Background: an optimization exercise with open tools, aiming at small area, a short achievable clock period and few clock cycles. Do not read the settings as production practice.
The RTL was checked by simulation tests, not by an equivalence proof against the original design.

==> flow/design.v (outline; a module is shown in full before it is edited, if it fits) <==
// module rg_div: 62 lines
// module rot_geom: 896 lines
module rot_geom (
    input  wire        clk,
    input  wire        rst,         
    input  wire        start,
    input  wire        op,          
    input  wire [15:0] w,
    input  wire [15:0] h,
    input  wire [15:0] sin_q,       
    input  wire [15:0] cos_q,       
    output wire        busy,
    output wire        done,
    output wire [7:0]  errcode,
    output wire [31:0] res_a,       
    output wire [31:0] res_b        
);
  // ...
==> flow/flow/run.sh <==
#!/bin/bash
# The standard layout, with
#  - repair_timing aiming at a shorter period than the clock (setup margin),
#    repairing only the worst endpoints so that the area stays small;
set -o pipefail
bash standard.sh SETUP_SLACK_MARGIN=9.3 TNS_END_PERCENT=10 \
    "BUFFER_PORTS_ARGS=-buffer_cell sky130_fd_sc_hd__buf_4" finish > std_flow.log 2>&1
==> flow/standard.sh <==
#!/bin/bash
# synth_recipe.tcl (not shown) runs the flow's synth.tcl, then flattens the netlist and writes it again
# the make line also repeats each setting of config.mk as NAME=value (left out here)
make -C /OpenROAD-flow-scripts/flow DESIGN_CONFIG=/design/flow/config.mk WORK_HOME=/design/flow/orfs CLKGATE_MAP_FILE= SYNTH_SCRIPT=/design/flow/synth_recipe.tcl "${@:-finish}"
==> flow/config.mk <==
export PLATFORM = sky130hd
export DESIGN_NAME = rot_geom
export DESIGN_NICKNAME = rot_geom
export VERILOG_FILES = /design/flow/design.v
export SDC_FILE = /design/flow/constraint.sdc
export NUM_CORES = 4
export LEC_CHECK = 0
export CAP_MARGIN = 40
export CORE_MARGIN = 2
export CORE_UTILIZATION = 40
export PLACE_DENSITY = 0.6
export SLEW_MARGIN = 30
==> flow/constraint.sdc <==
create_clock -name core_clock -period 13.0 [get_ports {clk}]
set_input_delay 2.6000 -clock core_clock [delete_from_list [all_inputs] [get_ports {clk}]]
set_output_delay 2.6000 -clock core_clock [all_outputs]
set_load 0.01 [all_outputs]
==> results.json, run 1 <==
{
  "synthAdderAreaFrac_pct": 17.82,
  "rsz0062_at_grt": "true",
  "cts_made_buffers": 52,
  "place_area_mm2": 0.04422,
  "top_layer": "met5",
  "largest_register_ffs": 33,
  "clock_tree_area_fraction_pct": 3.497,
  "outcome": "complete, no violations",
  "yosysMostFrequentCell": "a21oi_1",
  "clock_path_buffers": 3,
  "crit_fanout": 4,
  "cp-endpoint": "bldN[2]",
  "place_hpwl_mm": 141.0,
  "dp_slack_ns": 7.579,
  "min_path_type": "flip-flop to flip-flop",
  "m1WireLength_mm": 73.10,
  "slew-limit-headroom_pct": 33.24,
  "fin_worst_skew_ns": 0.03191,
  "seqCellArea_mm2": 0.01034,
  "num_rows": 117,
  "io_pins": 142,
  "yosys-top-cells-area": "dfxtp_1 (13%), edfxtp_1 (12%), fa_1 (11%), ha_1 (6.5%), a21oi_1 (5.2%)",
  "use_met3_pct": 12.76,
  "fin_crit_sh_pct": 34.48,
  "finalHoldViolations": 0,
  "hold_depth": 0,
  "multi_input_area_mm2": 0.03030,
  "nonClockInverterCount": 432,
  "cp.depth": 21,
  "ys_ff_latch": 428,
  "n_all_buffers": 469,
  "wl_met2_mm": 79.17,
  "num-clock-buffers": 75,
  "whs_ns": 0.3287
}
Testbench counts, summed over its fixed seeds: cycles 25,719.
==> module rot_geom, before the edit <==
module rot_geom (
    input  wire        clk,
    input  wire        rst,         
    input  wire        start,
    input  wire        op,          
    input  wire [15:0] w,
    input  wire [15:0] h,
    input  wire [15:0] sin_q,       
    input  wire [15:0] cos_q,       
    output wire        busy,
    output wire        done,
    output wire [7:0]  errcode,
    output wire [31:0] res_a,       
    output wire [31:0] res_b        
);
    localparam [1:0] ST_IDLE = 2'd0, ST_MAC = 2'd1, ST_DIV = 2'd2, ST_DONE = 2'd3;
    reg [1:0]  st;
    reg [3:0]  ph;
    reg        op_q, err;
    reg [15:0] w_q, h_q, s_q, c_q;
    reg        wge, cgs, ceqs;        
    reg        amb;                   
    reg        thin2;                 
    reg        f15;
    reg        goA, goB;
    reg [1:0]  st_nx;
    reg        busy_o, done_o;        
    wire       busy_i  = (st == ST_MAC) || (st == ST_DIV);
    assign busy    = busy_o;
    assign done    = done_o;
    assign errcode = err ? 8'h32 : 8'h00;
    wire accept = start && !busy_i;
    wire start_fin = (w == 16'd0) || (h == 16'd0) || (op && sin_q == 16'd0 && cos_q == 16'd0);
    wire [15:0] L  = wge ? w_q : h_q;
    wire [15:0] Sh = wge ? h_q : w_q;
    wire [31:0] QA, QB;
    wire [30:0] RA, RB, DA, DB;
    wire        negA, negB, actA, actB, lastA, lastB;
    localparam [2:0] A_S = 3'd0, A_C = 3'd1, A_W = 3'd2, A_H = 3'd3, A_ZH = 3'd4, A_ZL = 3'd5;
    localparam [1:0] B_C = 2'd0, B_S = 2'd1, B_L = 2'd2;
    localparam [2:0] AD_0 = 3'd0, AD_RA = 3'd1, AD_RB = 3'd2, AD_D = 3'd3, AD_E = 3'd4, AD_SH = 3'd5;
    localparam [1:0] M_ADD = 2'd0, M_SUB = 2'd1, M_RSUB = 2'd2;    
    localparam [2:0] DS_QA = 3'd0, DS_QB = 3'd1, DS_RA = 3'd2, DS_RB = 3'd3, DS_D = 3'd4,
                     DS_QAS = 3'd5, DS_QBS = 3'd6, DS_AMB = 3'd7;
    wire [1:0] m_sub = cgs ? M_SUB : M_RSUB;
    reg        n_v;
    reg [2:0]  n_a, n_ad, n_ds;
    reg [1:0]  n_b, n_m;
    wire [3:0] nph = ph + 4'd1;
    always @* begin
        n_v = 1'b0; n_a = A_S; n_b = B_C; n_ad = AD_0; n_m = M_ADD; n_ds = DS_QA;
        if (!op_q) begin
            case (nph)
                4'd1: begin n_v = 1'b1; n_a = A_W; n_b = B_S; n_ds = DS_RB; end
                4'd2: begin n_v = 1'b1; n_a = A_H; n_b = B_S; n_ad = AD_RA; n_ds = DS_QAS; end
                4'd3: begin n_v = 1'b1; n_a = A_H; n_b = B_C; n_ad = AD_RB; n_ds = DS_QBS; end
                default: ;
            endcase
        end else begin
            case (nph)
                4'd1: begin n_v = 1'b1; n_a = A_C;  n_b = B_C; n_ds = DS_D; end
                4'd2: begin n_v = 1'b1; n_a = A_ZH; n_b = B_L; n_ad = AD_SH; n_m = M_SUB; n_ds = DS_QB; end
                4'd3: begin n_v = 1'b1; n_a = A_S;  n_b = B_S; n_ad = AD_D;  n_m = m_sub; n_ds = DS_D; end
                4'd4: begin n_v = 1'b1; n_a = A_W;  n_b = B_C; n_ds = DS_RA; end
                4'd5: begin n_v = 1'b1; n_a = A_H;  n_b = B_C; n_ds = DS_RB; end
                4'd6: begin n_v = 1'b1; n_a = A_H;  n_b = B_S; n_ad = AD_RA; n_m = m_sub; n_ds = DS_RA; end
                4'd7: begin n_v = 1'b1; n_a = A_W;  n_b = B_S; n_ad = AD_RB; n_m = m_sub; n_ds = DS_RB; end
                4'd8: begin n_v = amb;  n_a = A_ZL; n_b = B_L; n_ad = AD_E;  n_m = M_SUB; n_ds = DS_AMB; end
                default: ;
            endcase
        end
    end
    wire [33:0] X;
    reg [15:0] mA, mB;
    reg        p1_v;
    reg [2:0]  p1_ad, p1_ds;
    reg [1:0]  p1_m;
    reg [15:0] na_v, nb_v;
    always @* begin
        case (n_a)
            A_S:  na_v = s_q;
            A_C:  na_v = c_q;
            A_W:  na_v = w_q;
            A_H:  na_v = h_q;
            A_ZH: na_v = X[30:15];
            default: na_v = {1'b0, QA[14:0]};
        endcase
        case (n_b)
            B_C: nb_v = c_q;
            B_S: nb_v = s_q;
            default: nb_v = L;
        endcase
    end
    reg [31:0] addend;
    always @* begin
        case (p1_ad)
            AD_RA: addend = {1'b0, RA};
            AD_RB: addend = {1'b0, RB};
            AD_D:  addend = {1'b0, DA};
            AD_E:  addend = {QB[16:0], 15'd0};
            AD_SH: addend = {2'b00, Sh, 14'd0};
            default: addend = 32'd0;
        endcase
    end
    wire        p1_inv = (p1_m != M_ADD);
    wire [15:0] mul_a = mA;
    wire [15:0] mul_b = mB;
    wire [33:0] mul_add = {2'b00, addend} ^ {34{p1_inv}};
    wire        mul_cin = (p1_m == M_RSUB);
    wire [33:0] mul_s, mul_c;
    wire [255:0] pp;
    genvar gi, gj;
    generate for (gi = 0; gi < 16; gi = gi + 1) begin : g_pp
      for (gj = 0; gj < 16; gj = gj + 1) begin : g_ppj
        assign pp[gi*16+gj] = mul_a[gj] & mul_b[gi];
      end
    end endgenerate
    wire hs1 = pp[12] ^ pp[27];
    wire hc2 = pp[12] & pp[27];
    wire fs3 = pp[13] ^ pp[28] ^ pp[43];
    wire fc4 = (pp[13] & pp[28]) | (pp[13] & pp[43]) | (pp[28] & pp[43]);
    wire hs5 = pp[58] ^ pp[73];
    wire hc6 = pp[58] & pp[73];
    wire fs7 = pp[14] ^ pp[29] ^ pp[44];
    wire fc8 = (pp[14] & pp[29]) | (pp[14] & pp[44]) | (pp[29] & pp[44]);
    wire fs9 = pp[59] ^ pp[74] ^ pp[89];
    wire fc10 = (pp[59] & pp[74]) | (pp[59] & pp[89]) | (pp[74] & pp[89]);
    wire hs11 = pp[104] ^ pp[119];
    wire hc12 = pp[104] & pp[119];
    wire fs13 = pp[15] ^ pp[30] ^ pp[45];
    wire fc14 = (pp[15] & pp[30]) | (pp[15] & pp[45]) | (pp[30] & pp[45]);
    wire fs15 = pp[60] ^ pp[75] ^ pp[90];
    wire fc16 = (pp[60] & pp[75]) | (pp[60] & pp[90]) | (pp[75] & pp[90]);
    wire fs17 = pp[105] ^ pp[120] ^ pp[135];
    wire fc18 = (pp[105] & pp[120]) | (pp[105] & pp[135]) | (pp[120] & pp[135]);
    wire hs19 = pp[150] ^ pp[165];
    wire hc20 = pp[150] & pp[165];
    wire fs21 = pp[31] ^ pp[46] ^ pp[61];
    wire fc22 = (pp[31] & pp[46]) | (pp[31] & pp[61]) | (pp[46] & pp[61]);
    wire fs23 = pp[76] ^ pp[91] ^ pp[106];
    wire fc24 = (pp[76] & pp[91]) | (pp[76] & pp[106]) | (pp[91] & pp[106]);
    wire fs25 = pp[121] ^ pp[136] ^ pp[151];
    wire fc26 = (pp[121] & pp[136]) | (pp[121] & pp[151]) | (pp[136] & pp[151]);
    wire hs27 = pp[166] ^ pp[181];
    wire hc28 = pp[166] & pp[181];
    wire fs29 = pp[47] ^ pp[62] ^ pp[77];
    wire fc30 = (pp[47] & pp[62]) | (pp[47] & pp[77]) | (pp[62] & pp[77]);
    wire fs31 = pp[92] ^ pp[107] ^ pp[122];
    wire fc32 = (pp[92] & pp[107]) | (pp[92] & pp[122]) | (pp[107] & pp[122]);
    wire fs33 = pp[137] ^ pp[152] ^ pp[167];
    wire fc34 = (pp[137] & pp[152]) | (pp[137] & pp[167]) | (pp[152] & pp[167]);
    wire fs35 = pp[63] ^ pp[78] ^ pp[93];
    wire fc36 = (pp[63] & pp[78]) | (pp[63] & pp[93]) | (pp[78] & pp[93]);
    wire fs37 = pp[108] ^ pp[123] ^ pp[138];
    wire fc38 = (pp[108] & pp[123]) | (pp[108] & pp[138]) | (pp[123] & pp[138]);
    wire fs39 = pp[79] ^ pp[94] ^ pp[109];
    wire fc40 = (pp[79] & pp[94]) | (pp[79] & pp[109]) | (pp[94] & pp[109]);
    wire hs41 = pp[8] ^ pp[23];
    wire hc42 = pp[8] & pp[23];
    wire fs43 = pp[9] ^ pp[24] ^ pp[39];
    wire fc44 = (pp[9] & pp[24]) | (pp[9] & pp[39]) | (pp[24] & pp[39]);
    wire hs45 = pp[54] ^ pp[69];
    wire hc46 = pp[54] & pp[69];
    wire fs47 = pp[10] ^ pp[25] ^ pp[40];
    wire fc48 = (pp[10] & pp[25]) | (pp[10] & pp[40]) | (pp[25] & pp[40]);
    wire fs49 = pp[55] ^ pp[70] ^ pp[85];
    wire fc50 = (pp[55] & pp[70]) | (pp[55] & pp[85]) | (pp[70] & pp[85]);
    wire hs51 = pp[100] ^ pp[115];
    wire hc52 = pp[100] & pp[115];
    wire fs53 = pp[11] ^ pp[26] ^ pp[41];
    wire fc54 = (pp[11] & pp[26]) | (pp[11] & pp[41]) | (pp[26] & pp[41]);
    wire fs55 = pp[56] ^ pp[71] ^ pp[86];
    wire fc56 = (pp[56] & pp[71]) | (pp[56] & pp[86]) | (pp[71] & pp[86]);
    wire fs57 = pp[101] ^ pp[116] ^ pp[131];
    wire fc58 = (pp[101] & pp[116]) | (pp[101] & pp[131]) | (pp[116] & pp[131]);
    wire hs59 = pp[146] ^ pp[161];
    wire hc60 = pp[146] & pp[161];
    wire fs61 = hs1 ^ pp[42] ^ pp[57];
    wire fc62 = (hs1 & pp[42]) | (hs1 & pp[57]) | (pp[42] & pp[57]);
    wire fs63 = pp[72] ^ pp[87] ^ pp[102];
    wire fc64 = (pp[72] & pp[87]) | (pp[72] & pp[102]) | (pp[87] & pp[102]);
    wire fs65 = pp[117] ^ pp[132] ^ pp[147];
    wire fc66 = (pp[117] & pp[132]) | (pp[117] & pp[147]) | (pp[132] & pp[147]);
    wire fs67 = pp[162] ^ pp[177] ^ pp[192];
    wire fc68 = (pp[162] & pp[177]) | (pp[162] & pp[192]) | (pp[177] & pp[192]);
    wire fs69 = hc2 ^ fs3 ^ hs5;
    wire fc70 = (hc2 & fs3) | (hc2 & hs5) | (fs3 & hs5);
    wire fs71 = pp[88] ^ pp[103] ^ pp[118];
    wire fc72 = (pp[88] & pp[103]) | (pp[88] & pp[118]) | (pp[103] & pp[118]);
    wire fs73 = pp[133] ^ pp[148] ^ pp[163];
    wire fc74 = (pp[133] & pp[148]) | (pp[133] & pp[163]) | (pp[148] & pp[163]);
    wire fs75 = pp[178] ^ pp[193] ^ pp[208];
    wire fc76 = (pp[178] & pp[193]) | (pp[178] & pp[208]) | (pp[193] & pp[208]);
    wire fs77 = fc4 ^ hc6 ^ fs7;
    wire fc78 = (fc4 & hc6) | (fc4 & fs7) | (hc6 & fs7);
    wire fs79 = fs9 ^ hs11 ^ pp[134];
    wire fc80 = (fs9 & hs11) | (fs9 & pp[134]) | (hs11 & pp[134]);
    wire fs81 = pp[149] ^ pp[164] ^ pp[179];
    wire fc82 = (pp[149] & pp[164]) | (pp[149] & pp[179]) | (pp[164] & pp[179]);
    wire fs83 = pp[194] ^ pp[209] ^ pp[224];
    wire fc84 = (pp[194] & pp[209]) | (pp[194] & pp[224]) | (pp[209] & pp[224]);
    wire fs85 = fc8 ^ fc10 ^ hc12;
    wire fc86 = (fc8 & fc10) | (fc8 & hc12) | (fc10 & hc12);
    wire fs87 = fs13 ^ fs15 ^ fs17;
    wire fc88 = (fs13 & fs15) | (fs13 & fs17) | (fs15 & fs17);
    wire fs89 = hs19 ^ pp[180] ^ pp[195];
    wire fc90 = (hs19 & pp[180]) | (hs19 & pp[195]) | (pp[180] & pp[195]);
    wire fs91 = pp[210] ^ pp[225] ^ pp[240];
    wire fc92 = (pp[210] & pp[225]) | (pp[210] & pp[240]) | (pp[225] & pp[240]);
    wire fs93 = fc14 ^ fc16 ^ fc18;
    wire fc94 = (fc14 & fc16) | (fc14 & fc18) | (fc16 & fc18);
    wire fs95 = hc20 ^ fs21 ^ fs23;
    wire fc96 = (hc20 & fs21) | (hc20 & fs23) | (fs21 & fs23);
    wire fs97 = fs25 ^ hs27 ^ pp[196];
    wire fc98 = (fs25 & hs27) | (fs25 & pp[196]) | (hs27 & pp[196]);
    wire fs99 = pp[211] ^ pp[226] ^ pp[241];
    wire fc100 = (pp[211] & pp[226]) | (pp[211] & pp[241]) | (pp[226] & pp[241]);
    wire fs101 = fc22 ^ fc24 ^ fc26;
    wire fc102 = (fc22 & fc24) | (fc22 & fc26) | (fc24 & fc26);
    wire fs103 = hc28 ^ fs29 ^ fs31;
    wire fc104 = (hc28 & fs29) | (hc28 & fs31) | (fs29 & fs31);
    wire fs105 = fs33 ^ pp[182] ^ pp[197];
    wire fc106 = (fs33 & pp[182]) | (fs33 & pp[197]) | (pp[182] & pp[197]);
    wire fs107 = pp[212] ^ pp[227] ^ pp[242];
    wire fc108 = (pp[212] & pp[227]) | (pp[212] & pp[242]) | (pp[227] & pp[242]);
    wire fs109 = fc30 ^ fc32 ^ fc34;
    wire fc110 = (fc30 & fc32) | (fc30 & fc34) | (fc32 & fc34);
    wire fs111 = fs35 ^ fs37 ^ pp[153];
    wire fc112 = (fs35 & fs37) | (fs35 & pp[153]) | (fs37 & pp[153]);
    wire fs113 = pp[168] ^ pp[183] ^ pp[198];
    wire fc114 = (pp[168] & pp[183]) | (pp[168] & pp[198]) | (pp[183] & pp[198]);
    wire fs115 = pp[213] ^ pp[228] ^ pp[243];
    wire fc116 = (pp[213] & pp[228]) | (pp[213] & pp[243]) | (pp[228] & pp[243]);
    wire fs117 = fc36 ^ fc38 ^ fs39;
    wire fc118 = (fc36 & fc38) | (fc36 & fs39) | (fc38 & fs39);
    wire fs119 = pp[124] ^ pp[139] ^ pp[154];
    wire fc120 = (pp[124] & pp[139]) | (pp[124] & pp[154]) | (pp[139] & pp[154]);
    wire fs121 = pp[169] ^ pp[184] ^ pp[199];
    wire fc122 = (pp[169] & pp[184]) | (pp[169] & pp[199]) | (pp[184] & pp[199]);
    wire fs123 = pp[214] ^ pp[229] ^ pp[244];
    wire fc124 = (pp[214] & pp[229]) | (pp[214] & pp[244]) | (pp[229] & pp[244]);
    wire fs125 = fc40 ^ pp[95] ^ pp[110];
    wire fc126 = (fc40 & pp[95]) | (fc40 & pp[110]) | (pp[95] & pp[110]);
    wire fs127 = pp[125] ^ pp[140] ^ pp[155];
    wire fc128 = (pp[125] & pp[140]) | (pp[125] & pp[155]) | (pp[140] & pp[155]);
    wire fs129 = pp[170] ^ pp[185] ^ pp[200];
    wire fc130 = (pp[170] & pp[185]) | (pp[170] & pp[200]) | (pp[185] & pp[200]);
    wire fs131 = pp[215] ^ pp[230] ^ pp[245];
    wire fc132 = (pp[215] & pp[230]) | (pp[215] & pp[245]) | (pp[230] & pp[245]);
    wire fs133 = pp[111] ^ pp[126] ^ pp[141];
    wire fc134 = (pp[111] & pp[126]) | (pp[111] & pp[141]) | (pp[126] & pp[141]);
    wire fs135 = pp[156] ^ pp[171] ^ pp[186];
    wire fc136 = (pp[156] & pp[171]) | (pp[156] & pp[186]) | (pp[171] & pp[186]);
    wire fs137 = pp[201] ^ pp[216] ^ pp[231];
    wire fc138 = (pp[201] & pp[216]) | (pp[201] & pp[231]) | (pp[216] & pp[231]);
    wire fs139 = pp[127] ^ pp[142] ^ pp[157];
    wire fc140 = (pp[127] & pp[142]) | (pp[127] & pp[157]) | (pp[142] & pp[157]);
    wire fs141 = pp[172] ^ pp[187] ^ pp[202];
    wire fc142 = (pp[172] & pp[187]) | (pp[172] & pp[202]) | (pp[187] & pp[202]);
    wire fs143 = pp[143] ^ pp[158] ^ pp[173];
    wire fc144 = (pp[143] & pp[158]) | (pp[143] & pp[173]) | (pp[158] & pp[173]);
    wire hs145 = pp[5] ^ pp[20];
    wire hc146 = pp[5] & pp[20];
    wire fs147 = pp[6] ^ pp[21] ^ pp[36];
    wire fc148 = (pp[6] & pp[21]) | (pp[6] & pp[36]) | (pp[21] & pp[36]);
    wire hs149 = pp[51] ^ pp[66];
    wire hc150 = pp[51] & pp[66];
    wire fs151 = pp[7] ^ pp[22] ^ pp[37];
    wire fc152 = (pp[7] & pp[22]) | (pp[7] & pp[37]) | (pp[22] & pp[37]);
    wire fs153 = pp[52] ^ pp[67] ^ pp[82];
    wire fc154 = (pp[52] & pp[67]) | (pp[52] & pp[82]) | (pp[67] & pp[82]);
    wire hs155 = pp[97] ^ pp[112];
    wire hc156 = pp[97] & pp[112];
    wire fs157 = hs41 ^ pp[38] ^ pp[53];
    wire fc158 = (hs41 & pp[38]) | (hs41 & pp[53]) | (pp[38] & pp[53]);
    wire fs159 = pp[68] ^ pp[83] ^ pp[98];
    wire fc160 = (pp[68] & pp[83]) | (pp[68] & pp[98]) | (pp[83] & pp[98]);
    wire fs161 = pp[113] ^ pp[128] ^ mul_add[8];
    wire fc162 = (pp[113] & pp[128]) | (pp[113] & mul_add[8]) | (pp[128] & mul_add[8]);
    wire fs163 = hc42 ^ fs43 ^ hs45;
    wire fc164 = (hc42 & fs43) | (hc42 & hs45) | (fs43 & hs45);
    wire fs165 = pp[84] ^ pp[99] ^ pp[114];
    wire fc166 = (pp[84] & pp[99]) | (pp[84] & pp[114]) | (pp[99] & pp[114]);
    wire fs167 = pp[129] ^ pp[144] ^ mul_add[9];
    wire fc168 = (pp[129] & pp[144]) | (pp[129] & mul_add[9]) | (pp[144] & mul_add[9]);
    wire fs169 = fc44 ^ hc46 ^ fs47;
    wire fc170 = (fc44 & hc46) | (fc44 & fs47) | (hc46 & fs47);
    wire fs171 = fs49 ^ hs51 ^ pp[130];
    wire fc172 = (fs49 & hs51) | (fs49 & pp[130]) | (hs51 & pp[130]);
    wire fs173 = pp[145] ^ pp[160] ^ mul_add[10];
    wire fc174 = (pp[145] & pp[160]) | (pp[145] & mul_add[10]) | (pp[160] & mul_add[10]);
    wire fs175 = fc48 ^ fc50 ^ hc52;
    wire fc176 = (fc48 & fc50) | (fc48 & hc52) | (fc50 & hc52);
    wire fs177 = fs53 ^ fs55 ^ fs57;
    wire fc178 = (fs53 & fs55) | (fs53 & fs57) | (fs55 & fs57);
    wire fs179 = hs59 ^ pp[176] ^ mul_add[11];
    wire fc180 = (hs59 & pp[176]) | (hs59 & mul_add[11]) | (pp[176] & mul_add[11]);
    wire fs181 = fc54 ^ fc56 ^ fc58;
    wire fc182 = (fc54 & fc56) | (fc54 & fc58) | (fc56 & fc58);
    wire fs183 = hc60 ^ fs61 ^ fs63;
    wire fc184 = (hc60 & fs61) | (hc60 & fs63) | (fs61 & fs63);
    wire fs185 = fs65 ^ fs67 ^ mul_add[12];
    wire fc186 = (fs65 & fs67) | (fs65 & mul_add[12]) | (fs67 & mul_add[12]);
    wire fs187 = fc62 ^ fc64 ^ fc66;
    wire fc188 = (fc62 & fc64) | (fc62 & fc66) | (fc64 & fc66);
    wire fs189 = fc68 ^ fs69 ^ fs71;
    wire fc190 = (fc68 & fs69) | (fc68 & fs71) | (fs69 & fs71);
    wire fs191 = fs73 ^ fs75 ^ mul_add[13];
    wire fc192 = (fs73 & fs75) | (fs73 & mul_add[13]) | (fs75 & mul_add[13]);
    wire fs193 = fc70 ^ fc72 ^ fc74;
    wire fc194 = (fc70 & fc72) | (fc70 & fc74) | (fc72 & fc74);
    wire fs195 = fc76 ^ fs77 ^ fs79;
    wire fc196 = (fc76 & fs77) | (fc76 & fs79) | (fs77 & fs79);
    wire fs197 = fs81 ^ fs83 ^ mul_add[14];
    wire fc198 = (fs81 & fs83) | (fs81 & mul_add[14]) | (fs83 & mul_add[14]);
    wire fs199 = fc78 ^ fc80 ^ fc82;
    wire fc200 = (fc78 & fc80) | (fc78 & fc82) | (fc80 & fc82);
    wire fs201 = fc84 ^ fs85 ^ fs87;
    wire fc202 = (fc84 & fs85) | (fc84 & fs87) | (fs85 & fs87);
    wire fs203 = fs89 ^ fs91 ^ mul_add[15];
    wire fc204 = (fs89 & fs91) | (fs89 & mul_add[15]) | (fs91 & mul_add[15]);
    wire fs205 = fc86 ^ fc88 ^ fc90;
    wire fc206 = (fc86 & fc88) | (fc86 & fc90) | (fc88 & fc90);
    wire fs207 = fc92 ^ fs93 ^ fs95;
    wire fc208 = (fc92 & fs93) | (fc92 & fs95) | (fs93 & fs95);
    wire fs209 = fs97 ^ fs99 ^ mul_add[16];
    wire fc210 = (fs97 & fs99) | (fs97 & mul_add[16]) | (fs99 & mul_add[16]);
    wire fs211 = fc94 ^ fc96 ^ fc98;
    wire fc212 = (fc94 & fc96) | (fc94 & fc98) | (fc96 & fc98);
    wire fs213 = fc100 ^ fs101 ^ fs103;
    wire fc214 = (fc100 & fs101) | (fc100 & fs103) | (fs101 & fs103);
    wire fs215 = fs105 ^ fs107 ^ mul_add[17];
    wire fc216 = (fs105 & fs107) | (fs105 & mul_add[17]) | (fs107 & mul_add[17]);
    wire fs217 = fc102 ^ fc104 ^ fc106;
    wire fc218 = (fc102 & fc104) | (fc102 & fc106) | (fc104 & fc106);
    wire fs219 = fc108 ^ fs109 ^ fs111;
    wire fc220 = (fc108 & fs109) | (fc108 & fs111) | (fs109 & fs111);
    wire fs221 = fs113 ^ fs115 ^ mul_add[18];
    wire fc222 = (fs113 & fs115) | (fs113 & mul_add[18]) | (fs115 & mul_add[18]);
    wire fs223 = fc110 ^ fc112 ^ fc114;
    wire fc224 = (fc110 & fc112) | (fc110 & fc114) | (fc112 & fc114);
    wire fs225 = fc116 ^ fs117 ^ fs119;
    wire fc226 = (fc116 & fs117) | (fc116 & fs119) | (fs117 & fs119);
    wire fs227 = fs121 ^ fs123 ^ mul_add[19];
    wire fc228 = (fs121 & fs123) | (fs121 & mul_add[19]) | (fs123 & mul_add[19]);
    wire fs229 = fc118 ^ fc120 ^ fc122;
    wire fc230 = (fc118 & fc120) | (fc118 & fc122) | (fc120 & fc122);
    wire fs231 = fc124 ^ fs125 ^ fs127;
    wire fc232 = (fc124 & fs125) | (fc124 & fs127) | (fs125 & fs127);
    wire fs233 = fs129 ^ fs131 ^ mul_add[20];
    wire fc234 = (fs129 & fs131) | (fs129 & mul_add[20]) | (fs131 & mul_add[20]);
    wire fs235 = fc126 ^ fc128 ^ fc130;
    wire fc236 = (fc126 & fc128) | (fc126 & fc130) | (fc128 & fc130);
    wire fs237 = fc132 ^ fs133 ^ fs135;
    wire fc238 = (fc132 & fs133) | (fc132 & fs135) | (fs133 & fs135);
    wire fs239 = fs137 ^ pp[246] ^ mul_add[21];
    wire fc240 = (fs137 & pp[246]) | (fs137 & mul_add[21]) | (pp[246] & mul_add[21]);
    wire fs241 = fc134 ^ fc136 ^ fc138;
    wire fc242 = (fc134 & fc136) | (fc134 & fc138) | (fc136 & fc138);
    wire fs243 = fs139 ^ fs141 ^ pp[217];
    wire fc244 = (fs139 & fs141) | (fs139 & pp[217]) | (fs141 & pp[217]);
    wire fs245 = pp[232] ^ pp[247] ^ mul_add[22];
    wire fc246 = (pp[232] & pp[247]) | (pp[232] & mul_add[22]) | (pp[247] & mul_add[22]);
    wire fs247 = fc140 ^ fc142 ^ fs143;
    wire fc248 = (fc140 & fc142) | (fc140 & fs143) | (fc142 & fs143);
    wire fs249 = pp[188] ^ pp[203] ^ pp[218];
    wire fc250 = (pp[188] & pp[203]) | (pp[188] & pp[218]) | (pp[203] & pp[218]);
    wire fs251 = pp[233] ^ pp[248] ^ mul_add[23];
    wire fc252 = (pp[233] & pp[248]) | (pp[233] & mul_add[23]) | (pp[248] & mul_add[23]);
    wire fs253 = fc144 ^ pp[159] ^ pp[174];
    wire fc254 = (fc144 & pp[159]) | (fc144 & pp[174]) | (pp[159] & pp[174]);
    wire fs255 = pp[189] ^ pp[204] ^ pp[219];
    wire fc256 = (pp[189] & pp[204]) | (pp[189] & pp[219]) | (pp[204] & pp[219]);
    wire fs257 = pp[234] ^ pp[249] ^ mul_add[24];
    wire fc258 = (pp[234] & pp[249]) | (pp[234] & mul_add[24]) | (pp[249] & mul_add[24]);
    wire fs259 = pp[175] ^ pp[190] ^ pp[205];
    wire fc260 = (pp[175] & pp[190]) | (pp[175] & pp[205]) | (pp[190] & pp[205]);
    wire fs261 = pp[220] ^ pp[235] ^ pp[250];
    wire fc262 = (pp[220] & pp[235]) | (pp[220] & pp[250]) | (pp[235] & pp[250]);
    wire fs263 = pp[191] ^ pp[206] ^ pp[221];
    wire fc264 = (pp[191] & pp[206]) | (pp[191] & pp[221]) | (pp[206] & pp[221]);
    wire hs265 = pp[3] ^ pp[18];
    wire hc266 = pp[3] & pp[18];
    wire fs267 = pp[4] ^ pp[19] ^ pp[34];
    wire fc268 = (pp[4] & pp[19]) | (pp[4] & pp[34]) | (pp[19] & pp[34]);
    wire hs269 = pp[49] ^ pp[64];
    wire hc270 = pp[49] & pp[64];
    wire fs271 = hs145 ^ pp[35] ^ pp[50];
    wire fc272 = (hs145 & pp[35]) | (hs145 & pp[50]) | (pp[35] & pp[50]);
    wire fs273 = pp[65] ^ pp[80] ^ mul_add[5];
    wire fc274 = (pp[65] & pp[80]) | (pp[65] & mul_add[5]) | (pp[80] & mul_add[5]);
    wire fs275 = hc146 ^ fs147 ^ hs149;
    wire fc276 = (hc146 & fs147) | (hc146 & hs149) | (fs147 & hs149);
    wire fs277 = pp[81] ^ pp[96] ^ mul_add[6];
    wire fc278 = (pp[81] & pp[96]) | (pp[81] & mul_add[6]) | (pp[96] & mul_add[6]);
    wire fs279 = fc148 ^ hc150 ^ fs151;
    wire fc280 = (fc148 & hc150) | (fc148 & fs151) | (hc150 & fs151);
    wire fs281 = fs153 ^ hs155 ^ mul_add[7];
    wire fc282 = (fs153 & hs155) | (fs153 & mul_add[7]) | (hs155 & mul_add[7]);
    wire fs283 = fc152 ^ fc154 ^ hc156;
    wire fc284 = (fc152 & fc154) | (fc152 & hc156) | (fc154 & hc156);
    wire fs285 = fs157 ^ fs159 ^ fs161;
    wire fc286 = (fs157 & fs159) | (fs157 & fs161) | (fs159 & fs161);
    wire fs287 = fc158 ^ fc160 ^ fc162;
    wire fc288 = (fc158 & fc160) | (fc158 & fc162) | (fc160 & fc162);
    wire fs289 = fs163 ^ fs165 ^ fs167;
    wire fc290 = (fs163 & fs165) | (fs163 & fs167) | (fs165 & fs167);
    wire fs291 = fc164 ^ fc166 ^ fc168;
    wire fc292 = (fc164 & fc166) | (fc164 & fc168) | (fc166 & fc168);
    wire fs293 = fs169 ^ fs171 ^ fs173;
    wire fc294 = (fs169 & fs171) | (fs169 & fs173) | (fs171 & fs173);
    wire fs295 = fc170 ^ fc172 ^ fc174;
    wire fc296 = (fc170 & fc172) | (fc170 & fc174) | (fc172 & fc174);
    wire fs297 = fs175 ^ fs177 ^ fs179;
    wire fc298 = (fs175 & fs177) | (fs175 & fs179) | (fs177 & fs179);
    wire fs299 = fc176 ^ fc178 ^ fc180;
    wire fc300 = (fc176 & fc178) | (fc176 & fc180) | (fc178 & fc180);
    wire fs301 = fs181 ^ fs183 ^ fs185;
    wire fc302 = (fs181 & fs183) | (fs181 & fs185) | (fs183 & fs185);
    wire fs303 = fc182 ^ fc184 ^ fc186;
    wire fc304 = (fc182 & fc184) | (fc182 & fc186) | (fc184 & fc186);
    wire fs305 = fs187 ^ fs189 ^ fs191;
    wire fc306 = (fs187 & fs189) | (fs187 & fs191) | (fs189 & fs191);
    wire fs307 = fc188 ^ fc190 ^ fc192;
    wire fc308 = (fc188 & fc190) | (fc188 & fc192) | (fc190 & fc192);
    wire fs309 = fs193 ^ fs195 ^ fs197;
    wire fc310 = (fs193 & fs195) | (fs193 & fs197) | (fs195 & fs197);
    wire fs311 = fc194 ^ fc196 ^ fc198;
    wire fc312 = (fc194 & fc196) | (fc194 & fc198) | (fc196 & fc198);
    wire fs313 = fs199 ^ fs201 ^ fs203;
    wire fc314 = (fs199 & fs201) | (fs199 & fs203) | (fs201 & fs203);
    wire fs315 = fc200 ^ fc202 ^ fc204;
    wire fc316 = (fc200 & fc202) | (fc200 & fc204) | (fc202 & fc204);
    wire fs317 = fs205 ^ fs207 ^ fs209;
    wire fc318 = (fs205 & fs207) | (fs205 & fs209) | (fs207 & fs209);
    wire fs319 = fc206 ^ fc208 ^ fc210;
    wire fc320 = (fc206 & fc208) | (fc206 & fc210) | (fc208 & fc210);
    wire fs321 = fs211 ^ fs213 ^ fs215;
    wire fc322 = (fs211 & fs213) | (fs211 & fs215) | (fs213 & fs215);
    wire fs323 = fc212 ^ fc214 ^ fc216;
    wire fc324 = (fc212 & fc214) | (fc212 & fc216) | (fc214 & fc216);
    wire fs325 = fs217 ^ fs219 ^ fs221;
    wire fc326 = (fs217 & fs219) | (fs217 & fs221) | (fs219 & fs221);
    wire fs327 = fc218 ^ fc220 ^ fc222;
    wire fc328 = (fc218 & fc220) | (fc218 & fc222) | (fc220 & fc222);
    wire fs329 = fs223 ^ fs225 ^ fs227;
    wire fc330 = (fs223 & fs225) | (fs223 & fs227) | (fs225 & fs227);
    wire fs331 = fc224 ^ fc226 ^ fc228;
    wire fc332 = (fc224 & fc226) | (fc224 & fc228) | (fc226 & fc228);
    wire fs333 = fs229 ^ fs231 ^ fs233;
    wire fc334 = (fs229 & fs231) | (fs229 & fs233) | (fs231 & fs233);
    wire fs335 = fc230 ^ fc232 ^ fc234;
    wire fc336 = (fc230 & fc232) | (fc230 & fc234) | (fc232 & fc234);
    wire fs337 = fs235 ^ fs237 ^ fs239;
    wire fc338 = (fs235 & fs237) | (fs235 & fs239) | (fs237 & fs239);
    wire fs339 = fc236 ^ fc238 ^ fc240;
    wire fc340 = (fc236 & fc238) | (fc236 & fc240) | (fc238 & fc240);
    wire fs341 = fs241 ^ fs243 ^ fs245;
    wire fc342 = (fs241 & fs243) | (fs241 & fs245) | (fs243 & fs245);
    wire fs343 = fc242 ^ fc244 ^ fc246;
    wire fc344 = (fc242 & fc244) | (fc242 & fc246) | (fc244 & fc246);
    wire fs345 = fs247 ^ fs249 ^ fs251;
    wire fc346 = (fs247 & fs249) | (fs247 & fs251) | (fs249 & fs251);
    wire fs347 = fc248 ^ fc250 ^ fc252;
    wire fc348 = (fc248 & fc250) | (fc248 & fc252) | (fc250 & fc252);
    wire fs349 = fs253 ^ fs255 ^ fs257;
    wire fc350 = (fs253 & fs255) | (fs253 & fs257) | (fs255 & fs257);
    wire fs351 = fc254 ^ fc256 ^ fc258;
    wire fc352 = (fc254 & fc256) | (fc254 & fc258) | (fc256 & fc258);
    wire fs353 = fs259 ^ fs261 ^ mul_add[25];
    wire fc354 = (fs259 & fs261) | (fs259 & mul_add[25]) | (fs261 & mul_add[25]);
    wire fs355 = fc260 ^ fc262 ^ fs263;
    wire fc356 = (fc260 & fc262) | (fc260 & fs263) | (fc262 & fs263);
    wire fs357 = pp[236] ^ pp[251] ^ mul_add[26];
    wire fc358 = (pp[236] & pp[251]) | (pp[236] & mul_add[26]) | (pp[251] & mul_add[26]);
    wire fs359 = fc264 ^ pp[207] ^ pp[222];
    wire fc360 = (fc264 & pp[207]) | (fc264 & pp[222]) | (pp[207] & pp[222]);
    wire fs361 = pp[237] ^ pp[252] ^ mul_add[27];
    wire fc362 = (pp[237] & pp[252]) | (pp[237] & mul_add[27]) | (pp[252] & mul_add[27]);
    wire fs363 = pp[223] ^ pp[238] ^ pp[253];
    wire fc364 = (pp[223] & pp[238]) | (pp[223] & pp[253]) | (pp[238] & pp[253]);
    wire hs365 = pp[2] ^ pp[17];
    wire hc366 = pp[2] & pp[17];
    wire fs367 = hs265 ^ pp[33] ^ pp[48];
    wire fc368 = (hs265 & pp[33]) | (hs265 & pp[48]) | (pp[33] & pp[48]);
    wire fs369 = hc266 ^ fs267 ^ hs269;
    wire fc370 = (hc266 & fs267) | (hc266 & hs269) | (fs267 & hs269);
    wire fs371 = fc268 ^ hc270 ^ fs271;
    wire fc372 = (fc268 & hc270) | (fc268 & fs271) | (hc270 & fs271);
    wire fs373 = fc272 ^ fc274 ^ fs275;
    wire fc374 = (fc272 & fc274) | (fc272 & fs275) | (fc274 & fs275);
    wire fs375 = fc276 ^ fc278 ^ fs279;
    wire fc376 = (fc276 & fc278) | (fc276 & fs279) | (fc278 & fs279);
    wire fs377 = fc280 ^ fc282 ^ fs283;
    wire fc378 = (fc280 & fc282) | (fc280 & fs283) | (fc282 & fs283);
    wire fs379 = fc284 ^ fc286 ^ fs287;
    wire fc380 = (fc284 & fc286) | (fc284 & fs287) | (fc286 & fs287);
    wire fs381 = fc288 ^ fc290 ^ fs291;
    wire fc382 = (fc288 & fc290) | (fc288 & fs291) | (fc290 & fs291);
    wire fs383 = fc292 ^ fc294 ^ fs295;
    wire fc384 = (fc292 & fc294) | (fc292 & fs295) | (fc294 & fs295);
    wire fs385 = fc296 ^ fc298 ^ fs299;
    wire fc386 = (fc296 & fc298) | (fc296 & fs299) | (fc298 & fs299);
    wire fs387 = fc300 ^ fc302 ^ fs303;
    wire fc388 = (fc300 & fc302) | (fc300 & fs303) | (fc302 & fs303);
    wire fs389 = fc304 ^ fc306 ^ fs307;
    wire fc390 = (fc304 & fc306) | (fc304 & fs307) | (fc306 & fs307);
    wire fs391 = fc308 ^ fc310 ^ fs311;
    wire fc392 = (fc308 & fc310) | (fc308 & fs311) | (fc310 & fs311);
    wire fs393 = fc312 ^ fc314 ^ fs315;
    wire fc394 = (fc312 & fc314) | (fc312 & fs315) | (fc314 & fs315);
    wire fs395 = fc316 ^ fc318 ^ fs319;
    wire fc396 = (fc316 & fc318) | (fc316 & fs319) | (fc318 & fs319);
    wire fs397 = fc320 ^ fc322 ^ fs323;
    wire fc398 = (fc320 & fc322) | (fc320 & fs323) | (fc322 & fs323);
    wire fs399 = fc324 ^ fc326 ^ fs327;
    wire fc400 = (fc324 & fc326) | (fc324 & fs327) | (fc326 & fs327);
    wire fs401 = fc328 ^ fc330 ^ fs331;
    wire fc402 = (fc328 & fc330) | (fc328 & fs331) | (fc330 & fs331);
    wire fs403 = fc332 ^ fc334 ^ fs335;
    wire fc404 = (fc332 & fc334) | (fc332 & fs335) | (fc334 & fs335);
    wire fs405 = fc336 ^ fc338 ^ fs339;
    wire fc406 = (fc336 & fc338) | (fc336 & fs339) | (fc338 & fs339);
    wire fs407 = fc340 ^ fc342 ^ fs343;
    wire fc408 = (fc340 & fc342) | (fc340 & fs343) | (fc342 & fs343);
    wire fs409 = fc344 ^ fc346 ^ fs347;
    wire fc410 = (fc344 & fc346) | (fc344 & fs347) | (fc346 & fs347);
    wire fs411 = fc348 ^ fc350 ^ fs351;
    wire fc412 = (fc348 & fc350) | (fc348 & fs351) | (fc350 & fs351);
    wire fs413 = fc352 ^ fc354 ^ fs355;
    wire fc414 = (fc352 & fc354) | (fc352 & fs355) | (fc354 & fs355);
    wire fs415 = fc356 ^ fc358 ^ fs359;
    wire fc416 = (fc356 & fc358) | (fc356 & fs359) | (fc358 & fs359);
    wire fs417 = fc360 ^ fc362 ^ fs363;
    wire fc418 = (fc360 & fc362) | (fc360 & fs363) | (fc362 & fs363);
    wire fs419 = fc364 ^ pp[239] ^ pp[254];
    wire fc420 = (fc364 & pp[239]) | (fc364 & pp[254]) | (pp[239] & pp[254]);
    wire hs421 = pp[0] ^ mul_add[0];
    wire hc422 = pp[0] & mul_add[0];
    wire fs423 = pp[1] ^ pp[16] ^ mul_add[1];
    wire fc424 = (pp[1] & pp[16]) | (pp[1] & mul_add[1]) | (pp[16] & mul_add[1]);
    wire fs425 = hs365 ^ pp[32] ^ mul_add[2];
    wire fc426 = (hs365 & pp[32]) | (hs365 & mul_add[2]) | (pp[32] & mul_add[2]);
    wire fs427 = hc366 ^ fs367 ^ mul_add[3];
    wire fc428 = (hc366 & fs367) | (hc366 & mul_add[3]) | (fs367 & mul_add[3]);
    wire fs429 = fc368 ^ fs369 ^ mul_add[4];
    wire fc430 = (fc368 & fs369) | (fc368 & mul_add[4]) | (fs369 & mul_add[4]);
    wire fs431 = fc370 ^ fs371 ^ fs273;
    wire fc432 = (fc370 & fs371) | (fc370 & fs273) | (fs371 & fs273);
    wire fs433 = fc372 ^ fs373 ^ fs277;
    wire fc434 = (fc372 & fs373) | (fc372 & fs277) | (fs373 & fs277);
    wire fs435 = fc374 ^ fs375 ^ fs281;
    wire fc436 = (fc374 & fs375) | (fc374 & fs281) | (fs375 & fs281);
    wire fs437 = fc376 ^ fs377 ^ fs285;
    wire fc438 = (fc376 & fs377) | (fc376 & fs285) | (fs377 & fs285);
    wire fs439 = fc378 ^ fs379 ^ fs289;
    wire fc440 = (fc378 & fs379) | (fc378 & fs289) | (fs379 & fs289);
    wire fs441 = fc380 ^ fs381 ^ fs293;
    wire fc442 = (fc380 & fs381) | (fc380 & fs293) | (fs381 & fs293);
    wire fs443 = fc382 ^ fs383 ^ fs297;
    wire fc444 = (fc382 & fs383) | (fc382 & fs297) | (fs383 & fs297);
    wire fs445 = fc384 ^ fs385 ^ fs301;
    wire fc446 = (fc384 & fs385) | (fc384 & fs301) | (fs385 & fs301);
    wire fs447 = fc386 ^ fs387 ^ fs305;
    wire fc448 = (fc386 & fs387) | (fc386 & fs305) | (fs387 & fs305);
    wire fs449 = fc388 ^ fs389 ^ fs309;
    wire fc450 = (fc388 & fs389) | (fc388 & fs309) | (fs389 & fs309);
    wire fs451 = fc390 ^ fs391 ^ fs313;
    wire fc452 = (fc390 & fs391) | (fc390 & fs313) | (fs391 & fs313);
    wire fs453 = fc392 ^ fs393 ^ fs317;
    wire fc454 = (fc392 & fs393) | (fc392 & fs317) | (fs393 & fs317);
    wire fs455 = fc394 ^ fs395 ^ fs321;
    wire fc456 = (fc394 & fs395) | (fc394 & fs321) | (fs395 & fs321);
    wire fs457 = fc396 ^ fs397 ^ fs325;
    wire fc458 = (fc396 & fs397) | (fc396 & fs325) | (fs397 & fs325);
    wire fs459 = fc398 ^ fs399 ^ fs329;
    wire fc460 = (fc398 & fs399) | (fc398 & fs329) | (fs399 & fs329);
    wire fs461 = fc400 ^ fs401 ^ fs333;
    wire fc462 = (fc400 & fs401) | (fc400 & fs333) | (fs401 & fs333);
    wire fs463 = fc402 ^ fs403 ^ fs337;
    wire fc464 = (fc402 & fs403) | (fc402 & fs337) | (fs403 & fs337);
    wire fs465 = fc404 ^ fs405 ^ fs341;
    wire fc466 = (fc404 & fs405) | (fc404 & fs341) | (fs405 & fs341);
    wire fs467 = fc406 ^ fs407 ^ fs345;
    wire fc468 = (fc406 & fs407) | (fc406 & fs345) | (fs407 & fs345);
    wire fs469 = fc408 ^ fs409 ^ fs349;
    wire fc470 = (fc408 & fs409) | (fc408 & fs349) | (fs409 & fs349);
    wire fs471 = fc410 ^ fs411 ^ fs353;
    wire fc472 = (fc410 & fs411) | (fc410 & fs353) | (fs411 & fs353);
    wire fs473 = fc412 ^ fs413 ^ fs357;
    wire fc474 = (fc412 & fs413) | (fc412 & fs357) | (fs413 & fs357);
    wire fs475 = fc414 ^ fs415 ^ fs361;
    wire fc476 = (fc414 & fs415) | (fc414 & fs361) | (fs415 & fs361);
    wire fs477 = fc416 ^ fs417 ^ mul_add[28];
    wire fc478 = (fc416 & fs417) | (fc416 & mul_add[28]) | (fs417 & mul_add[28]);
    wire fs479 = fc418 ^ fs419 ^ mul_add[29];
    wire fc480 = (fc418 & fs419) | (fc418 & mul_add[29]) | (fs419 & mul_add[29]);
    wire fs481 = fc420 ^ pp[255] ^ mul_add[30];
    wire fc482 = (fc420 & pp[255]) | (fc420 & mul_add[30]) | (pp[255] & mul_add[30]);
    assign mul_s[0] = hs421;
    assign mul_c[0] = mul_cin;
    assign mul_s[1] = hc422;
    assign mul_c[1] = fs423;
    assign mul_s[2] = fc424;
    assign mul_c[2] = fs425;
    assign mul_s[3] = fc426;
    assign mul_c[3] = fs427;
    assign mul_s[4] = fc428;
    assign mul_c[4] = fs429;
    assign mul_s[5] = fc430;
    assign mul_c[5] = fs431;
    assign mul_s[6] = fc432;
    assign mul_c[6] = fs433;
    assign mul_s[7] = fc434;
    assign mul_c[7] = fs435;
    assign mul_s[8] = fc436;
    assign mul_c[8] = fs437;
    assign mul_s[9] = fc438;
    assign mul_c[9] = fs439;
    assign mul_s[10] = fc440;
    assign mul_c[10] = fs441;
    assign mul_s[11] = fc442;
    assign mul_c[11] = fs443;
    assign mul_s[12] = fc444;
    assign mul_c[12] = fs445;
    assign mul_s[13] = fc446;
    assign mul_c[13] = fs447;
    assign mul_s[14] = fc448;
    assign mul_c[14] = fs449;
    assign mul_s[15] = fc450;
    assign mul_c[15] = fs451;
    assign mul_s[16] = fc452;
    assign mul_c[16] = fs453;
    assign mul_s[17] = fc454;
    assign mul_c[17] = fs455;
    assign mul_s[18] = fc456;
    assign mul_c[18] = fs457;
    assign mul_s[19] = fc458;
    assign mul_c[19] = fs459;
    assign mul_s[20] = fc460;
    assign mul_c[20] = fs461;
    assign mul_s[21] = fc462;
    assign mul_c[21] = fs463;
    assign mul_s[22] = fc464;
    assign mul_c[22] = fs465;
    assign mul_s[23] = fc466;
    assign mul_c[23] = fs467;
    assign mul_s[24] = fc468;
    assign mul_c[24] = fs469;
    assign mul_s[25] = fc470;
    assign mul_c[25] = fs471;
    assign mul_s[26] = fc472;
    assign mul_c[26] = fs473;
    assign mul_s[27] = fc474;
    assign mul_c[27] = fs475;
    assign mul_s[28] = fc476;
    assign mul_c[28] = fs477;
    assign mul_s[29] = fc478;
    assign mul_c[29] = fs479;
    assign mul_s[30] = fc480;
    assign mul_c[30] = fs481;
    assign mul_s[31] = fc482;
    assign mul_c[31] = mul_add[31];
    assign mul_s[32] = mul_add[32];
    assign mul_c[32] = 1'b0;
    assign mul_s[33] = mul_add[33];
    assign mul_c[33] = 1'b0;
    reg [33:0] ms, mc;
    reg        s2_v, s2_inv;
    reg [2:0]  s2_ds;
    assign X = (ms + mc) ^ {34{s2_inv}};
    wire        xneg = X[33];
    wire [30:0] xmag = X[30:0] ^ {31{xneg}};      
    wire wr_qa  = s2_v && (s2_ds == DS_QA  || s2_ds == DS_QAS);
    wire wr_qb  = s2_v && (s2_ds == DS_QB  || s2_ds == DS_QBS);
    wire wr_ra  = s2_v && (s2_ds == DS_RA);
    wire wr_rb  = s2_v && (s2_ds == DS_RB);
    wire wr_d   = s2_v && (s2_ds == DS_D);
    wire [31:0] qa_v = (s2_ds == DS_QAS) ? {14'd0, X[32:15]} : X[31:0];
    wire [31:0] qb_v = (s2_ds == DS_QBS) ? {14'd0, X[32:15]} : X[31:0];
    wire amb_thin = X[33] || (X[32:0] == 33'd0);    
    wire        e_le0    = X[33] || (X == 34'd0);
    wire        thin_now = ceqs || e_le0;
    wire        irect_mac = (st == ST_MAC) && op_q;
    wire        thin_ld0  = irect_mac && (ph == 4'd3) && thin_now;
    wire        thin_ld   = irect_mac && ((ph == 4'd3) || (ph == 4'd10 && thin2));
    wire [15:0] dA_thin = wge ? s_q : c_q;
    wire [15:0] dB_thin = wge ? c_q : s_q;
    function [4:0] bitlen31;
        input [30:0] x;
        reg [31:0] v;
        reg [15:0] a2;  reg [31:0] p2;      
        reg [7:0]  a4;  reg [15:0] p4;      
        reg [3:0]  a8;  reg [11:0] p8;      
        reg [1:0]  a16; reg [7:0]  p16;     
        integer i;
        begin
            v = {1'b0, x};
            for (i = 0; i < 16; i = i + 1) begin
                a2[i] = v[2*i+1] | v[2*i];
                p2[2*i +: 2] = {1'b0, v[2*i+1]};
            end
            for (i = 0; i < 8; i = i + 1) begin
                a4[i] = a2[2*i+1] | a2[2*i];
                p4[2*i +: 2] = a2[2*i+1] ? {1'b1, p2[4*i+2]} : {1'b0, p2[4*i]};
            end
            for (i = 0; i < 4; i = i + 1) begin
                a8[i] = a4[2*i+1] | a4[2*i];
                p8[3*i +: 3] = a4[2*i+1] ? {1'b1, p4[4*i+2 +: 2]} : {1'b0, p4[4*i +: 2]};
            end
            for (i = 0; i < 2; i = i + 1) begin
                a16[i] = a8[2*i+1] | a8[2*i];
                p16[4*i +: 4] = a8[2*i+1] ? {1'b1, p8[6*i+3 +: 3]} : {1'b0, p8[6*i +: 3]};
            end
            if (a16[1])      bitlen31 = {1'b1, p16[7:4]} + 5'd1;
            else if (a16[0]) bitlen31 = {1'b0, p16[3:0]} + 5'd1;
            else             bitlen31 = 5'd0;
        end
    endfunction
    function [4:0] bitlen16;
        input [15:0] x;
        bitlen16 = bitlen31({15'd0, x});
    endfunction
    function [4:0] tcalc;             
        input [4:0] bm, bd;
        input       f;
        reg   [4:0] tr;
        reg   [3:0] fm1;
        begin
            tr  = bd - bm - 5'd1;
            fm1 = f ? 4'd14 : 4'd13;
            tcalc = {(bm >= bd), (tr > {1'b0, fm1}) ? fm1 : tr[3:0]};
        end
    endfunction
    reg  [4:0] blmA, blmB, bldN;      
    wire [4:0] bl_x = bitlen31(xmag);
    reg  [4:0] tA, tB;                
    reg  [4:0] tA_thin, tB_thin;
    always @(posedge clk) begin
        tA_thin <= tcalc(bitlen16(Sh), bitlen16(dA_thin), 1'b0);
        tB_thin <= tcalc(bitlen16(Sh), bitlen16(dB_thin), 1'b0);
    end
    reg al_sel;           
    wire [30:0] al_m   = al_sel ? RB : RA;
    wire        al_neg = al_sel ? negB : negA;
    wire [4:0]  tnA    = tcalc(blmA, bldN, 1'b1);
    wire [4:0]  tnB    = tcalc(blmB, bldN, 1'b1);
    wire [4:0]  al_t   = al_sel ? (f15 ? tnB : tB) : (f15 ? tnA : tA);
    wire        al_fb  = al_t[4];
    wire [3:0]  t      = al_t[3:0];
    wire [45:0] shx    = {al_m, {15{al_neg}}} << t;
    wire [30:0] al_r0  = shx[45:15];
    wire [5:0]  al_k0  = (f15 ? 6'd15 : 6'd14) - {2'd0, t};
    wire clr_q = accept;
    wire kill  = rst || accept;
    rg_div u_da (
        .clk(clk),
        .ld_r(thin_ld || wr_ra), .ld_rv(thin_ld ? {15'd0, Sh} : xmag), .ld_neg(thin_ld ? 1'b0 : xneg),
        .ld_d(thin_ld || wr_d),  .ld_dv(thin_ld ? {15'd0, dA_thin} : X[30:0]),
        .ld_q(clr_q || wr_qa),   .ld_qv(clr_q ? 32'd0 : qa_v),
        .go(goA), .al_fb(al_fb), .al_r0(al_r0), .al_k0(al_k0), .f15(f15), .kill(kill),
        .Q(QA), .R(RA), .D(DA), .neg(negA), .act(actA), .last(lastA)
    );
    rg_div u_db (
        .clk(clk),
        .ld_r(thin_ld || wr_rb), .ld_rv(thin_ld ? {15'd0, Sh} : xmag), .ld_neg(thin_ld ? 1'b0 : xneg),
        .ld_d(thin_ld || wr_d),  .ld_dv(thin_ld ? {15'd0, dB_thin} : X[30:0]),
        .ld_q(clr_q || wr_qb),   .ld_qv(clr_q ? 32'd0 : qb_v),
        .go(goB), .al_fb(al_fb), .al_r0(al_r0), .al_k0(al_k0), .f15(f15), .kill(kill),
        .Q(QB), .R(RB), .D(DB), .neg(negB), .act(actB), .last(lastB)
    );
    assign res_a = QA;
    assign res_b = QB;
    wire div_fin = !goA && !goB && (!actA || lastA) && (!actB || lastB);
    always @(posedge clk) begin
        st_nx = st;
        wge  <= (w_q >= h_q);
        cgs  <= (c_q > s_q);
        ceqs <= (c_q == s_q);
        mA    <= na_v;
        mB    <= nb_v;
        p1_v  <= n_v && (st == ST_MAC) && !thin_ld0;
        p1_ad <= n_ad;
        p1_m  <= n_m;
        p1_ds <= n_ds;
        ms     <= mul_s;
        mc     <= mul_c;
        s2_v   <= p1_v && !thin_ld0;
        s2_inv <= (p1_m == M_SUB);
        s2_ds  <= p1_ds;
        goA <= 1'b0;
        goB <= 1'b0;
        if (!busy_i) begin
            op_q <= op;
            w_q  <= w;
            h_q  <= h;
            s_q  <= sin_q;
            c_q  <= cos_q;
            err  <= (w == 16'd0) || (h == 16'd0);
            mA    <= op ? sin_q : w;
            mB    <= cos_q;
            p1_ad <= AD_0;
            p1_m  <= M_ADD;
            p1_ds <= op ? DS_QA : DS_RA;
        end
        if (s2_v && s2_ds == DS_AMB) thin2 <= amb_thin;
        if (wr_ra) blmA <= bl_x;
        if (wr_rb) blmB <= bl_x;
        if (wr_d)  bldN <= bl_x;
        if (thin_ld) begin
            tA <= tA_thin;
            tB <= tB_thin;
        end
        if (rst) begin
            st_nx   = ST_IDLE;
            p1_v <= 1'b0;
            s2_v <= 1'b0;
        end else begin
            case (st)
                ST_IDLE, ST_DONE: begin
                    st_nx = ST_IDLE;
                    ph   <= 4'd0;
                    p1_v <= 1'b0;
                    if (start) begin
                        if (start_fin) begin
                            st_nx   = ST_DONE;
                            p1_v <= 1'b0;
                        end else begin
                            st_nx   = ST_MAC;
                            p1_v <= 1'b1;
                        end
                    end
                end
                ST_MAC: begin
                    ph <= ph + 4'd1;
                    if (!op_q) begin
                        if (ph == 4'd4) st_nx = ST_DONE;
                    end else begin
                        if (ph == 4'd4) begin
                            amb <= !ceqs && !QB[31] && (QB != 32'd0) &&
                                   (QB[30:16] == 15'd0) && (QB[15:0] < L);
                        end
                        if (ph == 4'd3) begin
                            f15 <= !thin_now;
                            if (thin_now) begin
                                goA    <= 1'b1;
                                al_sel <= 1'b0;
                                st_nx     = ST_DIV;
                            end
                        end
                        if (ph == 4'd7 && !amb) begin
                            goA    <= 1'b1;
                            al_sel <= 1'b0;
                        end
                        if (ph == 4'd8 && !amb) begin
                            goB    <= 1'b1;
                            al_sel <= 1'b1;
                            st_nx     = ST_DIV;
                        end
                        if (ph == 4'd10 && amb) begin
                            f15    <= !thin2;
                            goA    <= 1'b1;
                            al_sel <= 1'b0;
                            st_nx     = ST_DIV;
                        end
                    end
                end
                ST_DIV: begin
                    if (goA && !actB) begin
                        goB    <= (al_sel == 1'b0) && !goB;
                        al_sel <= 1'b1;
                    end
                    if (div_fin) st_nx = ST_DONE;
                end
                default: st_nx = ST_IDLE;
            endcase
        end
        st     <= st_nx;
        if (rst) begin
            busy_o <= 1'b0;
            done_o <= 1'b0;
        end else if (!busy_i) begin
            busy_o <= start && !start_fin;
            done_o <= start && start_fin;
        end else if (st == ST_MAC && !op_q) begin
            busy_o <= (ph != 4'd4);
            done_o <= (ph == 4'd4);
        end else if (st == ST_DIV) begin
            busy_o <= !div_fin;
            done_o <= div_fin;
        end else begin
            busy_o <= 1'b1;
            done_o <= 1'b0;
        end
    end
endmodule
==> run 2, diff against run 1 <==
--- a/flow/design.v
+++ b/flow/design.v
@@ -794,20 +794,20 @@
             tcalc = {(bm >= bd), (tr > {1'b0, fm1}) ? fm1 : tr[3:0]};
         end
     endfunction
-    reg  [4:0] blmA, blmB, bldN;      
-    wire [4:0] bl_x = bitlen31(xmag);
+    reg  [4:0] bldN;                  
     reg  [4:0] tA, tB;                
-    reg  [4:0] tA_thin, tB_thin;
+    reg  [4:0] tA_thin, tB_thin, blSh, bldA, bldB;
     always @(posedge clk) begin
-        tA_thin <= tcalc(bitlen16(Sh), bitlen16(dA_thin), 1'b0);
-        tB_thin <= tcalc(bitlen16(Sh), bitlen16(dB_thin), 1'b0);
+        blSh    <= bitlen16(Sh);
+        bldA    <= bitlen16(dA_thin);
+        bldB    <= bitlen16(dB_thin);
+        tA_thin <= tcalc(blSh, bldA, 1'b0);
+        tB_thin <= tcalc(blSh, bldB, 1'b0);
     end
     reg al_sel;           
     wire [30:0] al_m   = al_sel ? RB : RA;
     wire        al_neg = al_sel ? negB : negA;
-    wire [4:0]  tnA    = tcalc(blmA, bldN, 1'b1);
-    wire [4:0]  tnB    = tcalc(blmB, bldN, 1'b1);
-    wire [4:0]  al_t   = al_sel ? (f15 ? tnB : tB) : (f15 ? tnA : tA);
+    wire [4:0]  al_t   = al_sel ? tB : tA;
     wire        al_fb  = al_t[4];
     wire [3:0]  t      = al_t[3:0];
     wire [45:0] shx    = {al_m, {15{al_neg}}} << t;
@@ -866,12 +866,13 @@
             p1_ds <= op ? DS_QA : DS_RA;
         end
         if (s2_v && s2_ds == DS_AMB) thin2 <= amb_thin;
-        if (wr_ra) blmA <= bl_x;
-        if (wr_rb) blmB <= bl_x;
-        if (wr_d)  bldN <= bl_x;
+        bldN <= bitlen31(DA);
         if (thin_ld) begin
             tA <= tA_thin;
             tB <= tB_thin;
+        end else if (f15) begin
+            tA <= tcalc(bitlen31(RA), bldN, 1'b1);
+            tB <= tcalc(bitlen31(RB), bldN, 1'b1);
         end
         if (rst) begin
             st_nx   = ST_IDLE;
@@ -910,11 +911,11 @@
                                 st_nx     = ST_DIV;
                             end
                         end
-                        if (ph == 4'd7 && !amb) begin
+                        if (ph == 4'd8 && !amb) begin
                             goA    <= 1'b1;
                             al_sel <= 1'b0;
                         end
-                        if (ph == 4'd8 && !amb) begin
+                        if (ph == 4'd9 && !amb) begin
                             goB    <= 1'b1;
                             al_sel <= 1'b1;
                             st_nx     = ST_DIV;
==> run 2 against run 1 <==
  * Synthesized cell count up 6.5%
  * Sequential cell count up 5
  * Routed wire length up 4.1%
  * Worst hold slack better by 0.0047 ns
  * Still clean
  * First-iteration DRC count up 5.2%
  * Largest cell class unchanged
  * Non-clock buffer count down 18
  * Cell count up 4.5%
  * Critical path type unchanged
  * Clock skew up 0.020 ns
==> results.json, run 2 <==
{
  "fin_nets": 5877,
  "ff2ff_path_depth": 13,
  "max_freq_ghz": 0.2458,
  "slew_violations": 0,
  "yosysMostFrequentCell": "nand2_1",
  "tns_ns": 0,
  "crit_fanout": 6,
  "synthFlopType": "dfxtp_1",
  "worstSetupEndpointType": "flip-flop",
  "cp_cell_sequence": "inv_1 > ha_1 > a21o_1 > a21o_1 > a21oi_1 > o211ai_1 > a211oi_4 > or4b_4 > buf_4 > buf_6 > and2_0 > o21ai_1 > a31oi_1",
  "coreArea_mm2": 0.1050,
  "cts_hold_buf": 0,
  "cts_made_buffers": 56,
  "vias": 44270,
  "hold_depth": 0,
  "whs_ns": 0.3334,
  "finalSetupViolCount": 0,
  "rrSetupSlack_ns": 8.93,
  "finalHoldViolations": 0,
  "clockRootBuffer": "clkbuf_16",
  "synth_common_cells": "nand2_1 (492), a21oi_1 (447), inv_1 (445)",
  "netlist_area_mm2": 0.04217,
  "yosysSeqAreaShare_pct": 24.23,
  "slowest_delay_ns": 0.56,
  "die-area_mm2": 0.1080,
  "place.port_buffers": 136,
  "rsz0062_at_grt": "true",
  "clock_path_buffers": 3,
  "drtAntennaViolNets": 0,
  "syn2layout_area_growth_pct": 19.34,
  "yosysTopAreaCellShare_pct": 13.20,
  "path_clk_slew_ns": 0.06,
  "track_usage_pct": 36.37,
  "layout_common_cells": "nand2_1 (476), inv_1 (432), a21oi_1 (416), buf_4 (376), nor2_1 (351)",
  "slowest_stage": "or4b_4",
  "yosysWarnings": 2,
  "largest_register_ffs": 33,
  "die_h_um": 328.7,
  "drt_iter0_markers": 6598,
  "yosys-top-cells-area": "dfxtp_1 (13%), edfxtp_1 (11%), fa_1 (11%), ha_1 (6.5%), a21oi_1 (5.3%)",
  "place_hpwl_mm": 147.2,
  "cp_common_cell": "a21o_1",
  "wl_per_cell_um": 29.94,
  "num_rows": 119,
  "htree_num_levels": 2,
  "min_path_type": "flip-flop to flip-flop",
  "utilization_pct": 47.94,
  "clock_latency_ns": 0.70,
  "start_kind": "flip-flop",
  "antenna_found_initial": 21,
  "synth_cell_types": 95,
  "async_flop_share_pct": 0,
  "fin_crit_ns": 4.069,
  "fin_crit_sh_pct": 31.30,
  "slew-limit-headroom_pct": 28.33,
  "fin_worst_skew_ns": 0.05143,
  "avgSynthCellArea_um2": 8.114,
  "synth-edff-count": 155,
  "io_pins": 142,
  "largest_register": "ms",
  "synth_top_area_cell": "dfxtp_1",
  "drive_gt1_share_pct": 17.75,
  "crit_required_ns": 13.52,
  "grt_pass1_wl_mm": 287.3,
  "grt_start_max_net_pins": 74,
  "arrival_ns": 4.59,
  "maxCapViolCount": 0,
  "viasPerCell": 6.486,
  "dr.pass1.iters": 12,
  "layout_commonest_cell": "nand2_1",
  "crit_type": "flip-flop to flip-flop",
  "outcome": "complete, no violations",
  "initial_utilization_pct": 40.17,
  "grt_pass1_vias": 41140,
  "drc": 0,
  "cts_tree": "yes",
  "ys_ff_latch": 433,
  "clock-sinks": 433,
  "gp_congestion": 1.042,
  "synthCells": 5197,
  "grt-ovfl-total": 0,
  "drt_wl_total_mm": 204.3,
  "die_w_um": 328.7,
  "tightest_slew_ns": 1.045
}
run 2: timing repair:
action	CTS	global route
gates resized for setup	271	205
buffers inserted	72	68
cloned	13	4
endpoints found under the setup margin	295	269
pin swaps	72	79
run 2: final cells by class:
class | count | area (um2)
Clock buffer | 70 | 1528
Clock inverter | 36 | 320.3
Multi-Input combinational cell | 3966 | 30430
Antenna cell | 28 | 70.07
Tap cell | 1391 | 1740
Inverter | 450 | 1728
Timing Repair Buffer | 451 | 4156
Sequential cell | 433 | 10350
Timing Repair inverter | 1 | 7.507
Fill cell | 10170 | 54640
run 2: path summary, 6_finish.rpt:
check / start / endpoint
max reg2reg: u_db.D[28] / u_db.Q[17]
min: p1_ds[2] / s2_ds[2]
max: u_db.D[28] / u_db.Q[17]
min reg2reg: p1_ds[2] / s2_ds[2]
run 2: critical path, delay by kind of cell, from the launching register on:
kind	cells	cell delay [ns]
compound gates	7	1.54
fa+ha+maj	1	0.43
buf+inv	3	0.80
flops	1	0.42
simple gates	2	0.70
run 2: per-stage QoR:
stage / worst slack [ns] / instance area (um2) / instances
detailed placement: 7.377 / 44970 / 6529
finish: 8.931 / 50320 / 6826
global placement: 7.448 / 44750 / 6516
global route: 8.809 / 50280 / 6808
CTS: 8.995 / 48680 / 6720
floorplan: 9.053 / 42320 / 5201
run 2: logic make-up (layout without fill, tap and decap cells):
logic type,Yosys count,in the layout,synth area share [%]
mux,216,216,5.261
simple gates,1548,1550,17.51
fa+ha+maj,450,450,17.48
xor+xnor,244,244,5.103
compound gates,1500,1501,23.00
other cells,1,33,0.008892
flops,433,433,24.23
buf+inv,805,1008,7.400
run 2: layer usage:
| metal | wire, um | global-route usage (%) | vias up |
|---|---|---|---|
| met5 | 472 | 2.085 | - |
| met4 | 17810 | 26.07 | 26 |
| met3 | 26620 | 12.31 | 944 |
| met2 | 83780 | 52.26 | 3399 |
| met1 | 75660 | 45.21 | 21180 |
| li1 | - | - | 18720 |
Testbench counts of run 2, summed over its fixed seeds: cycles 26,260.

-- static timing again, ports no longer ideal --
How much do the figures lean on ideal ports? The routed layouts below were timed once more, with nothing changed but the port constraints. Step 1: set_driving_cell puts a clkbuf_16 on clk and a buf_2 on each other input, an assumption about the parent block. Step 2 moves the port delays by t, midway between the first and last clock arrival at a register: inputs arrive t later, outputs are due t later. That takes back most of the time a late clock gives input paths. Three values: ideal ports, drivers, drivers and shift; two values: the first two.
run	t (ns)	setup slack, ns	worst register clock-pin slew, ns	pins driven straight from the clock port
run 1	0.722	8.518 / 8.484 / 7.990	0.07 / 0.07	1
run 2	0.746	8.931 / 8.864 / 8.292	0.07 / 0.07	1
After both steps every run listed still meets setup and hold. For run 2, which loses most, drivers alone change the setup slack by -0.067 ns; drivers and shift together by -0.639 ns.
